This design comes from an exercise in tuning for small area, a short achievable clock period and few clock cycles on the open sky130 flow, not from production work. Only simulation tests tie the RTL to the original design; equivalence was not proved. Power figures rest on the tool's default switching activity, not on a simulated workload.

==> design.v <==
module hpng_core (
    input  wire         clk,
    input  wire         rst,
    input  wire         h_req,
    input  wire         h_we,
    input  wire         h_size,
    input  wire [31:0]  h_addr,
    input  wire [31:0]  h_wdata,
    output wire [31:0]  h_rdata,
    output reg          h_err,
    output wire         irq,
    output reg          cph_req,
    output reg          cph_dec,
    output wire [127:0] cph_key,
    output reg  [127:0] cph_blk,
    input  wire         cph_ack,
    input  wire [127:0] cph_rdata,
    output reg          rng_req,
    output wire [31:0]  rng_bound,
    input  wire         rng_ack,
    input  wire [31:0]  rng_val
);
    localparam [15:0] NBLK    = 16'd2;
    localparam        BUF_CAP = 32;
    localparam        CAR_CAP = 256;
    localparam [3:0] OP_NOP = 4'h0, OP_ENCB = 4'h1, OP_DECB = 4'h2, OP_PAD = 4'h3,
                     OP_UNPAD = 4'h4, OP_ENC = 4'h5, OP_DEC = 4'h6, OP_EMBED = 4'h7,
                     OP_EXTRACT = 4'h8, OP_HIDE = 4'h9, OP_REVEAL = 4'hA;
    localparam [3:0] E_OK = 4'h0, E_KEY = 4'h1, E_CTLEN = 4'h3, E_PADDING = 4'h4,
                     E_SMALL = 4'h5, E_MISSING = 4'h6, E_ILLEGAL = 4'h8,
                     E_RANGE = 4'h9, E_OFFSET = 4'hA;
    localparam [3:0] S_IDLE = 4'd0,
                     S_EXEC = 4'd1,    
                     S_BLK  = 4'd2,    
                     S_DEC  = 4'd3,    
                     S_COPY = 4'd4,    
                     S_UNP  = 4'd5,    
                     S_PREP = 4'd6,    
                     S_ENC  = 4'd8,    
                     S_EMB  = 4'd9;    
    reg [31:0] msg_len, ct_len, car_len, offset;
    reg [31:0] cmd;
    reg        busy, done, off_valid, len_valid, busywr, done_ie;
    reg [3:0]  errcode;
    reg [3:0]  keymask;
    reg [31:0] key0, key1, key2, key3;
    reg [31:0] blkin0, blkin1, blkin2, blkin3;
    reg [31:0] blkout0, blkout1, blkout2, blkout3;
    reg [8*BUF_CAP-1:0] msg_buf;
    reg [8*BUF_CAP-1:0] ct_buf;
    reg [8*CAR_CAP-1:0] car_buf;
    assign cph_key = {key3, key2, key1, key0};
    assign irq     = done & done_ie;
    wire in_reg = (h_addr[31:8] == 24'h000000);
    wire in_msg = (h_addr[31:5] == 27'h0000800);    
    wire in_ct  = (h_addr[31:5] == 27'h0001000);    
    wire in_car = (h_addr[31:8] == 24'h800000);     
    wire in_win = in_msg | in_ct | in_car;
    wire bus_err = !(in_reg | in_win) ||
                   (in_reg && (!h_size || h_addr[1:0] != 2'b00)) ||
                   (in_win && h_size && h_addr[1:0] != 2'b00);
    wire       acc_ok   = h_req && !bus_err;
    wire       wr_ok    = acc_ok && h_we;
    wire [7:0] reg_off  = h_addr[7:0];
    wire       wr_ctl   = in_reg && (reg_off == 8'h10 || reg_off == 8'h14);
    wire       wr_do    = wr_ok && (!busy || wr_ctl);
    wire       wr_drop  = wr_ok && busy && !wr_ctl;
    wire [31:0] status_word = {7'd0, busywr, 2'd0, len_valid, off_valid, keymask,
                               4'd0, errcode, 6'd0, done, busy};
    reg [31:0] reg_rdata;
    always @(*) begin
        case (reg_off)
            8'h00: reg_rdata = 32'h48504E47;
            8'h04: reg_rdata = {16'd0, NBLK};
            8'h08: reg_rdata = CAR_CAP;
            8'h0C: reg_rdata = cmd;
            8'h10: reg_rdata = status_word;
            8'h14: reg_rdata = {31'd0, done_ie};
            8'h18: reg_rdata = msg_len;
            8'h1C: reg_rdata = ct_len;
            8'h20: reg_rdata = car_len;
            8'h24: reg_rdata = offset;
            8'h40: reg_rdata = blkin0;
            8'h44: reg_rdata = blkin1;
            8'h48: reg_rdata = blkin2;
            8'h4C: reg_rdata = blkin3;
            8'h50: reg_rdata = blkout0;
            8'h54: reg_rdata = blkout1;
            8'h58: reg_rdata = blkout2;
            8'h5C: reg_rdata = blkout3;
            default: reg_rdata = 32'd0;
        endcase
    end
    localparam [1:0] RG_MSG = 2'd0, RG_CT = 2'd1, RG_CAR = 2'd2;
    reg         pw_v;          
    reg  [1:0]  pw_rg;         
    reg  [5:0]  pw_w;          
    reg  [3:0]  pw_be;         
    reg  [31:0] pw_d;          
    wire [31:0] msg_word = msg_buf[32*h_addr[4:2] +: 32];
    wire [31:0] ct_word  = ct_buf[32*h_addr[4:2] +: 32];
    wire [31:0] car_word = car_buf[32*h_addr[7:2] +: 32];
    wire [31:0] buf_word = in_msg ? msg_word : in_ct ? ct_word : car_word;
    wire [1:0]  rd_rg    = in_msg ? RG_MSG : in_ct ? RG_CT : RG_CAR;
    wire        pw_hit   = pw_v && pw_rg == rd_rg &&
                           pw_w == (in_car ? h_addr[7:2] : {3'd0, h_addr[4:2]});
    reg  [31:0] win_word;
    integer     k;
    always @(*) begin
        win_word = buf_word;
        for (k = 0; k < 4; k = k + 1)
            if (pw_hit && pw_be[k])
                win_word[8*k +: 8] = pw_d[8*k +: 8];
    end
    reg  [31:0] rd_word;
    reg         rd_byte;       
    reg  [1:0]  rd_lane;
    always @(posedge clk) begin
        h_err   <= bus_err;
        rd_word <= in_reg ? reg_rdata : win_word;
        rd_byte <= !in_reg && !h_size;
        rd_lane <= h_addr[1:0];
    end
    assign h_rdata = rd_byte ? {24'd0, rd_word[8*rd_lane +: 8]} : rd_word;
    reg [3:0]   state;
    reg [5:0]   c_r;       
    reg         bi;        
    reg [1:0]   epend;     
    reg         pass_a;    
    reg [3:0]   code;      
    wire [3:0] op = cmd[3:0];
    wire       cmd_wr    = wr_do && in_reg && reg_off == 8'h0C;
    wire [3:0] w_op      = h_wdata[3:0];
    wire       illegal   = (h_wdata[31:4] != 28'd0) || (w_op > OP_REVEAL);
    wire       needs_key = (w_op == OP_ENCB) || (w_op == OP_DECB) || (w_op == OP_ENC) ||
                           (w_op == OP_DEC) || (w_op == OP_HIDE) || (w_op == OP_REVEAL);
    wire       needs_ol  = (w_op == OP_EMBED) || (w_op == OP_EXTRACT) || (w_op == OP_REVEAL);
    wire       uses_msg  = (w_op == OP_PAD) || (w_op == OP_ENC) || (w_op == OP_HIDE);
    wire       uses_ct   = (w_op == OP_UNPAD) || (w_op == OP_DEC) || (w_op == OP_EMBED) ||
                           (w_op == OP_EXTRACT) || (w_op == OP_REVEAL);
    wire       uses_car  = (w_op == OP_EMBED) || (w_op == OP_EXTRACT) || (w_op == OP_HIDE) ||
                           (w_op == OP_REVEAL);
    wire       is_decr   = (w_op == OP_DEC) || (w_op == OP_REVEAL);
    wire       msg_big   = msg_len > BUF_CAP - 1;
    wire       ct_big    = ct_len  > BUF_CAP;
    wire       car_big   = car_len > CAR_CAP;
    wire       range_bad = (uses_msg && msg_big) || (uses_ct && ct_big) || (uses_car && car_big);
    wire       ctlen_bad = (ct_len == 32'd0) || (ct_len[3:0] != 4'd0);
    wire [5:0] hide_c    = msg_len[4] ? 6'd32 : 6'd16;      
    wire [8:0] hide_bits = {hide_c, 3'b000};
    wire [8:0] ct_bits   = {ct_len[5:0], 3'b000};
    wire [8:0] car_s     = car_len[8:0];
    wire       hsmall    = hide_bits > car_s;
    wire       csmall    = ct_bits > car_s;
    wire       small_bad = (w_op == OP_HIDE) ? hsmall : csmall;
    wire [8:0] room      = car_s - ct_bits;
    wire       off_bad   = (offset > {23'd0, room});
    wire [8:0] hide_b    = car_s - hide_bits;                
    reg [3:0] chk_code;
    always @(*) begin
        if (illegal)                              chk_code = E_ILLEGAL;
        else if (needs_key && keymask != 4'hF)    chk_code = E_KEY;
        else if (needs_ol && !(off_valid && len_valid)) chk_code = E_MISSING;
        else if (range_bad)                       chk_code = E_RANGE;
        else if (is_decr && ctlen_bad)            chk_code = E_CTLEN;
        else if (uses_car && small_bad)           chk_code = E_SMALL;
        else if (needs_ol && off_bad)             chk_code = E_OFFSET;
        else                                      chk_code = E_OK;
    end
    wire chk_ok = (chk_code == E_OK);
    wire       prep  = !busy || (state == S_PREP);
    wire [3:0] c_op  = busy ? op : w_op;           
    wire       go    = (cmd_wr && !pw_v) || (state == S_PREP);
    wire [3:0] go_op = (state == S_PREP) ? op : w_op;
    wire       go_ok = (state == S_PREP) ? (code == E_OK) : chk_ok;
    assign rng_bound = {23'd0, hide_b};
    wire [4:0]   m5 = msg_len[4:0];
    wire [7:0]   pv = {3'd0, 5'd16 - {1'b0, msg_len[3:0]}};
    wire [255:0] pmsg;
    genvar gi;
    generate
        for (gi = 0; gi < 32; gi = gi + 1) begin : g_pad
            assign pmsg[8*gi +: 8] = (gi < m5) ? msg_buf[8*gi +: 8] : pv;
        end
    endgenerate
    wire [255:0] car_lsb;
    generate
        for (gi = 0; gi < 256; gi = gi + 1) begin : g_lsb
            assign car_lsb[gi] = car_buf[8*gi];
        end
    endgenerate
    wire         rot_emb  = state[3];
    reg          k_first;                          
    wire         ek       = epend[1];                  
    wire         kx       = prep ? k_first : 1'b0;     
    wire         wk       = rot_emb ? ek : kx;
    wire [6:0]   r        = offset[6:0];
    wire         base_hi  = offset[7] | wk;
    wire [127:0] gath;
    generate
        for (gi = 0; gi < 128; gi = gi + 1) begin : g_gath
            assign gath[gi] = (!base_hi && gi >= r) ? car_lsb[gi] : car_lsb[128 + gi];
        end
    endgenerate
    wire [127:0] ct_blk   = ek ? ct_buf[255:128] : ct_buf[127:0];
    wire [127:0] rot_in   = rot_emb ? {ct_blk[0], ct_blk[127:1]} : gath;
    wire [6:0]   rot_amt  = r ^ {7{rot_emb}};
    wire [255:0] rot_dbl  = {rot_in, rot_in} >> rot_amt;
    wire [127:0] rot_out  = rot_dbl[127:0];
    wire [127:0] y        = rot_out;                   
    wire [8:0]   emb_s    = {1'b0, offset[7:0]} + {ek, 7'd0};
    wire [8:0]   emb_e0   = {1'b0, offset[7:0]} + {c_r, 3'b000};
    wire [8:0]   emb_e1   = emb_s + 9'd128;
    wire [8:0]   emb_e    = (emb_e1 < emb_e0) ? emb_e1 : emb_e0;
    wire [255:0] emb_mask;
    generate
        for (gi = 0; gi < 256; gi = gi + 1) begin : g_mask
            assign emb_mask[gi] = (gi >= emb_s) && (gi < emb_e);
        end
    endgenerate
    wire [5:0] cl      = ct_len[5:0];
    reg  [7:0] up_last;
    always @(posedge clk)
        up_last <= ct_buf[8*(cl - 6'd1) +: 8];
    wire [5:0] up_m    = cl - up_last[5:0];
    reg        up_ok;
    integer    t;
    always @(*) begin
        up_ok = (cl != 6'd0) && (up_last >= 8'd1) && (up_last <= 8'd16) &&
                (up_last <= {2'd0, cl});
        for (t = 0; t < 32; t = t + 1)
            if (t >= up_m && t < cl && ct_buf[8*t +: 8] != up_last) up_ok = 1'b0;
    end
    reg        up_ok_r;
    reg [5:0]  up_m_r;
    always @(posedge clk) begin
        up_ok_r <= up_ok;
        up_m_r  <= up_m;
    end
    wire [7:0] ind = cph_rdata[127:120];
    reg        q_ok;
    always @(*) begin
        q_ok = (ind >= 8'd1) && (ind <= 8'd16);
        for (t = 0; t < 16; t = t + 1)
            if (t >= 16 - ind && cph_rdata[8*t +: 8] != ind) q_ok = 1'b0;
    end
    wire [4:0] q_keep = 5'd16 - ind[4:0];        
    wire is_reveal = (op == OP_REVEAL);
    wire ack_enc   = (state == S_ENC) && cph_ack;
    wire ack_dec   = (state == S_DEC) && cph_ack;
    wire dec_ok    = ack_dec && (!pass_a || q_ok);
    wire exec_ok   = (state == S_EXEC) && (code == E_OK);
    wire do_unpad  = exec_ok && op == OP_UNPAD && up_ok_r;
    wire do_copy   = (state == S_COPY) ||
                     (ack_dec && is_reveal && (!pass_a || q_ok));
    wire do_emb    = rot_emb && (epend != 2'b00) && !rng_req &&
                     (state == S_EMB || state == S_ENC);
    always @(posedge clk) begin
        if (rst) begin
            msg_len   <= 32'd0;
            ct_len    <= 32'd0;
            k_first   <= 1'b0;
            car_len   <= 32'd0;
            offset    <= 32'd0;
            cmd       <= 32'd0;
            busy      <= 1'b0;
            done      <= 1'b0;
            errcode   <= 4'd0;
            keymask   <= 4'd0;
            off_valid <= 1'b0;
            len_valid <= 1'b0;
            busywr    <= 1'b0;
            done_ie   <= 1'b0;
            blkin0 <= 32'd0; blkin1 <= 32'd0; blkin2 <= 32'd0; blkin3 <= 32'd0;
            blkout0 <= 32'd0; blkout1 <= 32'd0; blkout2 <= 32'd0; blkout3 <= 32'd0;
            state     <= S_IDLE;
            cph_req   <= 1'b0;
            cph_dec   <= 1'b0;
            rng_req   <= 1'b0;
        end else begin
            if (wr_drop)
                busywr <= 1'b1;
            if (wr_do && in_reg) begin
                case (reg_off)
                    8'h10: begin
                        if (h_wdata[1])  done   <= 1'b0;
                        if (h_wdata[24]) busywr <= 1'b0;
                    end
                    8'h14: done_ie <= h_wdata[0];
                    8'h18: msg_len <= h_wdata;
                    8'h1C: begin
                        ct_len    <= h_wdata;
                        k_first   <= (h_wdata[5:0] > 6'd16);
                        len_valid <= 1'b1;
                    end
                    8'h20: car_len <= h_wdata;
                    8'h24: begin offset <= h_wdata; off_valid <= 1'b1; end
                    8'h30: keymask[0] <= 1'b1;
                    8'h34: keymask[1] <= 1'b1;
                    8'h38: keymask[2] <= 1'b1;
                    8'h3C: keymask[3] <= 1'b1;
                    8'h40: blkin0 <= h_wdata;
                    8'h44: blkin1 <= h_wdata;
                    8'h48: blkin2 <= h_wdata;
                    8'h4C: blkin3 <= h_wdata;
                    default: ;
                endcase
            end
            if (!busy)
                code    <= chk_code;
            if (prep) begin
                c_r     <= (c_op == OP_PAD || c_op == OP_ENC || c_op == OP_HIDE) ?
                           hide_c : ct_len[5:0];
                bi      <= (c_op == OP_PAD || c_op == OP_ENC || c_op == OP_HIDE) ?
                           msg_len[4] : k_first;
                epend   <= (c_op == OP_EMBED) ? {k_first, ct_len[5:0] != 6'd0} : 2'b00;
                pass_a  <= 1'b1;
                cph_dec <= (c_op == OP_DECB || c_op == OP_DEC || c_op == OP_REVEAL);
                case (c_op)
                    OP_ENCB, OP_DECB:
                        cph_blk <= {blkin3, blkin2, blkin1, blkin0};
                    OP_DEC:
                        cph_blk <= ct_len[5] ? ct_buf[255:128] : ct_buf[127:0];
                    OP_EXTRACT, OP_REVEAL:
                        cph_blk <= y;
                    default:    
                        cph_blk <= msg_len[4] ? pmsg[255:128] : pmsg[127:0];
                endcase
            end
            if (cmd_wr) begin
                cmd     <= h_wdata;
                busy    <= 1'b1;
                done    <= 1'b0;
                errcode <= 4'd0;
                state   <= S_PREP;
            end
            if (go) begin
                state   <= S_EXEC;
                if (go_ok) begin
                    case (go_op)
                        OP_ENCB, OP_DECB: begin
                            cph_req <= 1'b1;
                            state   <= S_BLK;
                        end
                        OP_PAD, OP_EXTRACT:
                            state   <= S_COPY;
                        OP_UNPAD:
                            state   <= S_UNP;
                        OP_EMBED:
                            state   <= S_EMB;
                        OP_ENC, OP_HIDE: begin
                            cph_req <= 1'b1;
                            state   <= S_ENC;
                            if (go_op == OP_HIDE) begin
                                offset <= 32'd0;
                                if (hide_b != 9'd0)
                                    rng_req <= 1'b1;
                            end
                        end
                        OP_DEC, OP_REVEAL: begin
                            cph_req <= 1'b1;
                            state   <= S_DEC;
                        end
                        default: ;
                    endcase
                end
            end
            if (rng_req && rng_ack) begin
                rng_req <= 1'b0;
                offset  <= rng_val;
            end
            if (do_emb)
                epend[ek] <= 1'b0;
            case (state)
                S_IDLE: ;
                S_EXEC: begin
                    if (code == E_OK) begin
                        if (op == OP_UNPAD && up_ok_r)
                            msg_len <= {26'd0, up_m_r};
                    end
                    errcode <= (code == E_OK && op == OP_UNPAD && !up_ok_r) ? E_PADDING : code;
                    busy    <= 1'b0;
                    done    <= 1'b1;
                    state   <= S_IDLE;
                end
                S_UNP: state <= S_EXEC;
                S_PREP: ;
                S_COPY: begin
                    if (bi) begin
                        bi      <= 1'b0;
                        cph_blk <= (op == OP_PAD) ? pmsg[127:0] : y;
                    end else begin
                        if (op == OP_PAD) begin
                            ct_len    <= {26'd0, c_r};
                            k_first   <= c_r[5];
                            len_valid <= 1'b1;
                        end
                        errcode <= code;
                        busy    <= 1'b0;
                        done    <= 1'b1;
                        state   <= S_IDLE;
                    end
                end
                S_BLK: begin
                    if (cph_ack) begin
                        cph_req <= 1'b0;
                        {blkout3, blkout2, blkout1, blkout0} <= cph_rdata;
                        errcode <= code;
                        busy    <= 1'b0;
                        done    <= 1'b1;
                        state   <= S_IDLE;
                    end
                end
                S_ENC: begin
                    if (cph_ack) begin
                        if (op == OP_HIDE)
                            epend[bi] <= 1'b1;
                        if (bi) begin
                            bi      <= 1'b0;
                            cph_blk <= pmsg[127:0];
                        end else begin
                            cph_req   <= 1'b0;
                            ct_len    <= {26'd0, c_r};
                            k_first   <= c_r[5];
                            len_valid <= 1'b1;
                            if (op == OP_HIDE) begin
                                state <= S_EMB;
                            end else begin
                                errcode <= code;
                                busy    <= 1'b0;
                                done    <= 1'b1;
                                state   <= S_IDLE;
                            end
                        end
                    end
                end
                S_EMB: begin
                    if (!rng_req && !epend[1]) begin
                        if (op == OP_HIDE)
                            off_valid <= 1'b1;
                        errcode   <= code;
                        busy      <= 1'b0;
                        done      <= 1'b1;
                        state     <= S_IDLE;
                    end
                end
                S_DEC: begin
                    if (cph_ack) begin
                        if (bi)
                            cph_blk <= is_reveal ? y : ct_buf[127:0];
                        if (pass_a && !q_ok) begin
                            cph_req <= 1'b0;
                            errcode <= E_PADDING;
                            busy    <= 1'b0;
                            done    <= 1'b1;
                            state   <= S_IDLE;
                        end else begin
                            if (pass_a)
                                msg_len <= {26'd0, c_r - {1'b0, ind[4:0]}};
                            pass_a <= 1'b0;
                            if (bi) begin
                                bi      <= 1'b0;
                            end else begin
                                cph_req <= 1'b0;
                                errcode <= code;
                                busy    <= 1'b0;
                                done    <= 1'b1;
                                state   <= S_IDLE;
                            end
                        end
                    end
                end
                default: state <= S_IDLE;
            endcase
        end
    end
    always @(posedge clk) begin
        if (wr_do && in_reg) begin
            case (reg_off)
                8'h30: key0 <= h_wdata;
                8'h34: key1 <= h_wdata;
                8'h38: key2 <= h_wdata;
                8'h3C: key3 <= h_wdata;
                default: ;
            endcase
        end
    end
    wire host_buf_wr = wr_do && in_win;
    always @(posedge clk) begin
        pw_v  <= host_buf_wr;
        pw_rg <= in_msg ? RG_MSG : in_ct ? RG_CT : RG_CAR;
        pw_w  <= in_car ? h_addr[7:2] : {3'd0, h_addr[4:2]};
        pw_be <= h_size ? 4'b1111 : (4'b0001 << h_addr[1:0]);
        pw_d  <= h_size ? h_wdata : {4{h_wdata[7:0]}};
    end
    integer b;
    always @(posedge clk) begin
        for (b = 0; b < BUF_CAP; b = b + 1) begin
            if (pw_v && pw_rg == RG_MSG && pw_w[2:0] == (b >> 2) && pw_be[b % 4])
                msg_buf[8*b +: 8] <= pw_d[8*(b % 4) +: 8];
            else if (do_unpad && b < up_m_r)
                msg_buf[8*b +: 8] <= ct_buf[8*b +: 8];
            else if (dec_ok && (b >> 4) == bi &&
                     (!pass_a || (b % 16) < q_keep))
                msg_buf[8*b +: 8] <= cph_rdata[8*(b % 16) +: 8];
            if (pw_v && pw_rg == RG_CT && pw_w[2:0] == (b >> 2) && pw_be[b % 4])
                ct_buf[8*b +: 8] <= pw_d[8*(b % 4) +: 8];
            else if (ack_enc && (b >> 4) == bi)
                ct_buf[8*b +: 8] <= cph_rdata[8*(b % 16) +: 8];
            else if (do_copy && (b >> 4) == bi && b < c_r)
                ct_buf[8*b +: 8] <= cph_blk[8*(b % 16) +: 8];
        end
        for (b = 0; b < CAR_CAP; b = b + 1) begin
            if (pw_v && pw_rg == RG_CAR && pw_w == (b >> 2) && pw_be[b % 4])
                car_buf[8*b +: 8] <= pw_d[8*(b % 4) +: 8];
            else if (do_emb && emb_mask[b])
                car_buf[8*b] <= rot_out[b % 128];
        end
    end
endmodule
==> run.sh <==
#!/bin/bash
# synth_recipe.tcl (not shown) runs the flow's synth.tcl, then flattens the netlist and writes it again
# the make line also repeats each setting of config.mk as NAME=value (left out here)
make -C /OpenROAD-flow-scripts/flow DESIGN_CONFIG=/design/flow/config.mk WORK_HOME=/design/flow/orfs CLKGATE_MAP_FILE= SYNTH_SCRIPT=/design/flow/synth_recipe.tcl finish
==> config.mk <==
export PLATFORM = sky130hd
export DESIGN_NAME = hpng_core
export DESIGN_NICKNAME = hpng_core
export VERILOG_FILES = /design/flow/design.v
export SDC_FILE = /design/flow/constraint.sdc
export NUM_CORES = 4
export LEC_CHECK = 0
export ABC_AREA = 1
export CAP_MARGIN = 20
export CORE_MARGIN = 2
export CORE_UTILIZATION = 30
export PLACE_DENSITY = 0.5
export SETUP_SLACK_MARGIN = 5
export SLEW_MARGIN = 20
==> constraint.sdc <==
create_clock -name core_clock -period 10.0 [get_ports {clk}]
set_input_delay 2.0000 -clock core_clock [delete_from_list [all_inputs] [get_ports {clk}]]
set_output_delay 2.0000 -clock core_clock [all_outputs]
set_load 0.01 [all_outputs]
==> run notes <==
STA
Timing would allow up to 182 MHz. The post-route fraction of the period consumed by the critical path is 55.0%. For the final routed database, the setup TNS stands at 0 ns.

The worst slack on hold paths is 0.446 ns. The shortest period the worst path allows is 5.50 ns. The hold violation total from the final report is 0. The pin slew with the least headroom to its limit is 1.62 ns. The count of final max-slew check failures is 18. Setup repair after global routing could not meet its margin everywhere.

The setup slack after layout is 4.50 ns. The final setup violation count is 0. For the final database, setup skew stands at 0.114 ns. The worst pin sits at a relative slew slack of -8.11%.

Drt
The routed wire length is 1800000 µm. The post-detailed-route DRC marker count is 0. The number of nets still failing antenna checks after routing is 0. In the routed layout, each cell is associated on average with a via count of 6.77. The first TritonRoute pass finished after 8 iterations. The met1 layer wirelength in the final routing is 621000 µm. The number of violations reported at the end of detailed-routing iteration 0 is 42.2k. After detailed routing, the met2 layer carries 695000 µm of wire. Dividing the detail-routed wire length by the instance count gives 55.0 µm.

The top routing layer in use is met5. Wire segments on met3 add up to 245000 µm in the final route. The via count is 221k.

Logic synthesis
In this run, synthesis produced a sequential element count of 3364. The sequential share of the synthesized area is 50.1%. The synthesized netlist contains 77 unique library cells. For this run, asynchronously set or reset flops after synthesis account for 0%.

In this run the cell area of the synthesized design comes to 191000 µm². The average cell area after synthesis is 8.36 µm². Synthesis produced a netlist whose cell count is 22.8k. The number of enable-type register cells in the synthesized netlist is 2830. The dominant synthesized flop cell is edfxtp_1. For this run, the number of Yosys warnings is 1.

Pwr
The worst-case IR drop observed on VDD is 0.151 mV. The power density over the cells is 148 nW/µm². For this design the static power due to leakage is 85.6 nW.

Place
Routability-driven placement finished with a final weighted congestion of 1.20. The number of I/O port buffers is 532. Timing analysis after detailed placement gives a worst setup slack of 1.73 ns. Once placement finished, the instance area stood at 210000 µm².

Once detailed placement completed, the half-perimeter wirelength came to 1380000 µm.

Die
The area enclosed by the die boundary is 643000 µm². The floorplan step defined a core boundary enclosing 635000 µm². For this configuration, the core starts out at a cell density of 30.1%. The number of top-level design ports is 556. The floorplan die height is 802 µm. The number of standard-cell rows in the floorplan is 293. From left edge to right edge, the die measures 802 µm.

Layout
The share of post-route cells with drive strength above 1 is 15.9%. In the final design database the tool counted 23.8k nets. The cell area after layout is 236000 µm². The layout overhead on the synthesized area is 23.8%. The layout has 65.6k filler cells.

Clocking
After clock tree synthesis, the clock-pin slew on the worst setup and hold paths is 0.06 ns. The number of buffers created by CTS is 401. The longest clock path from root to sink contains 4 buffers. In this run the clock root is driven by a clkbuf_16. TritonCTS built the clock tree. CTS saw 3364 sinks. The count of hold-fix buffers inserted at cts is 0. Clock latency on the worst-skew pair, taken at its later pin, is 1.16 ns. The number of levels the H-tree was split into is 5.

Worst setup path
The worst setup path is launched from a flop. The data required time at the worst endpoint is 10.99 ns. The top fanout value on the critical path is 52.

STA classifies the critical path endpoint as a flop. The critical path is of the flop to flop type. STA puts the critical path data arrival time at 6.49 ns.

Status
A clean result was blocked by capacitance limit, slew limit. The flow ran to the end, but the layout failed its checks.

Global route
Global routing finished with a remaining overflow of 0. Global routing consumed, over all layers together, 53.2% of the routing resources. The global-route wire length before repair is 2220000 µm. The largest net degree at the start of global routing is 146. The number of global-route vias before repair is 191k.

The initial antenna violation count is 324.

Flow run
The count of max-cap constraint violations is 6.

Worst hold path
The path type of the worst min-delay path is flop to flop.
-- where the power goes --
part           internal, W  switching [W]  total (W)
logic             0.000969        0.00318    0.00415
registers           0.0153       0.000255     0.0156
clock network      0.00847        0.00692     0.0154
total               0.0247         0.0104     0.0351
-- state kept, by name, summed over array words and instances (netlist names), 128 cells and up --
register and cells:
ct_buf 256, car_buf 2048, cph_blk 128, msg_buf 256
-- routing by layer --
layer / vias to the layer above / GRT usage, %
met5: - / 1.62
met4: 94 / 54.6
met3: 5943 / 23.7
met2: 20300 / 71.9
met1: 111000 / 60.3
li1: 84200 / -
-- layout make-up --
class	instances	area [µm²]	share of cell area, %
Clock inverter	226	2360	0.998
Multi-Input combinational cell	16100	90300	38.2
Tap cell	8407	10500	4.45
Timing Repair Buffer	1952	18700	7.89
Sequential cell	3364	95800	40.5
Antenna cell	401	1000	0.424
Inverter	1711	6930	2.93
Clock buffer	516	10900	4.60
Timing Repair inverter	2	13.8	0.00582
-- final timing paths --
kind | slack [ns] | endpoint | cells after the start | start
setup / recovery | 4.50 | cph_blk[82]$_DFFE_PN_ | 17 | epend[1]$_DFFE_PN_
hold / removal | 0.45 | cph_req$_SDFF_PP0_ | 2 | cph_req$_SDFF_PP0_
setup reg to reg | 4.50 | cph_blk[82]$_DFFE_PN_ | 17 | epend[1]$_DFFE_PN_
hold reg to reg | 0.45 | cph_req$_SDFF_PP0_ | 2 | cph_req$_SDFF_PP0_
-- layout by cell type (no fill, tap or decap), drive strengths merged, types with 182 or more instances in the layout --
| master | netlist | routed |
|---|---|---|
| buf | 439 | 1446 |
| clkdlybuf4s50 | 0 | 441 |
| inv | 1684 | 1649 |
| a22oi | 1062 | 1062 |
| o22ai | 598 | 598 |
| o21ai | 2238 | 2238 |
| nor3 | 276 | 276 |
| clkinv | 27 | 200 |
| nand4 | 284 | 284 |
| a21oi | 1766 | 1766 |
| edfxtp | 2830 | 2830 |
| diode | 0 | 401 |
| o211ai | 221 | 221 |
| nor4 | 182 | 182 |
| nand3 | 2818 | 2819 |
| clkbuf | 1264 | 531 |
| dfxtp | 534 | 534 |
| nand2 | 3985 | 3987 |
| nor2 | 1693 | 1697 |
-- critical path: stages, from the launching register on --
cell and delay (ns):
edfxtp_1 0.49, buf_12 0.23, buf_6 0.40, o21ai_0 1.23
nand3_1 0.29, nand3_1 0.29, nand3_2 0.21, nand3_1 0.27
nand3_1 0.18, nand3_1 0.22, nand3_2 0.24, nand2_2 0.30
nand2_1 0.20, nand2_1 0.14, nand2_2 0.19, nand2_1 0.12
nand2_1 0.05, nand2_1 0.10
-- cell families (layout without fill, tap and decap cells) --
kind of cell,count (synthesis),in the layout,synth area share [%]
buffers and inverters,3414,4407,6.99
adder cells (fa/ha/maj),59,59,0.406
AND/OR/NAND/NOR,9276,9283,21.3
other,1,424,0.00196
AO/OA/AOI/OAI,6523,6523,20.2
flip-flops,3364,3364,50.1
XOR/XNOR,202,202,0.926
-- timing repair --
item	in CTS	in global routing
endpoints found under the hold margin	0	0
resized for setup	1211	841
setup buffers	162	157
pin swaps	71	171
gates cloned	13	8
endpoints found under the setup margin	1633	1210
-- Yosys cell counts (106+ instances only) --
cell type,count,area share [%]
nand2_1,3972,7.8
edfxtp_1,2830,44
nand3_1,2700,7.1
o21ai_0,2129,5.6
a21oi_1,1762,4.6
nor2_1,1664,3.3
inv_1,1643,3.2
clkbuf_1,1262,2.5
a22oi_1,1062,4.2
o22ai_1,597,2.0
dfxtp_1,534,5.6
nand4_1,284,0.93
nor3_1,275,0.72
o211ai_1,220,0.86
buf_1,205,0.40
nor4_1,181,0.59
buf_2,175,0.46
nand3_2,117,0.61
xor2_1,106,0.49
-- stage by stage --
step	util (%)	std cells	power, W
3_3_place_gp	33.0	31200	0.0193
3_5_place_dp	33.0	31200	0.0193
5_1_grt	37.1	32500	0.0354
2_1_floorplan	-	22900	0.0170
4_1_cts	36.2	32100	0.0345
6_report	37.2	32700	0.0351
Testbench counts, summed over its fixed seeds: cycles 1,845.

static timing again, ports no longer ideal:
No port has a modelled driver above. Below, the same layout with a new extraction and two added sets of constraints. Step 1, drivers: a clkbuf_16 drives clk and a buf_2 each remaining input, both assumed. Step 2 adds t to the input delays and takes it off the output delays; t is the mean of the earliest and latest rising clock arrival at the registers after step 1. Input paths then give back, and output paths get back, about the clock's delay inside the block. a / b / c = ideal / step 1 / step 2; a / b = the first two.
t, ns: 1.264
setup slack, ns: 4.497 / 4.497 / 3.513
worst hold slack (ns): 0.446 / 0.446 / 0.446
For this run, drivers alone change the setup slack by 0.000 ns; drivers and shift together by -0.984 ns.
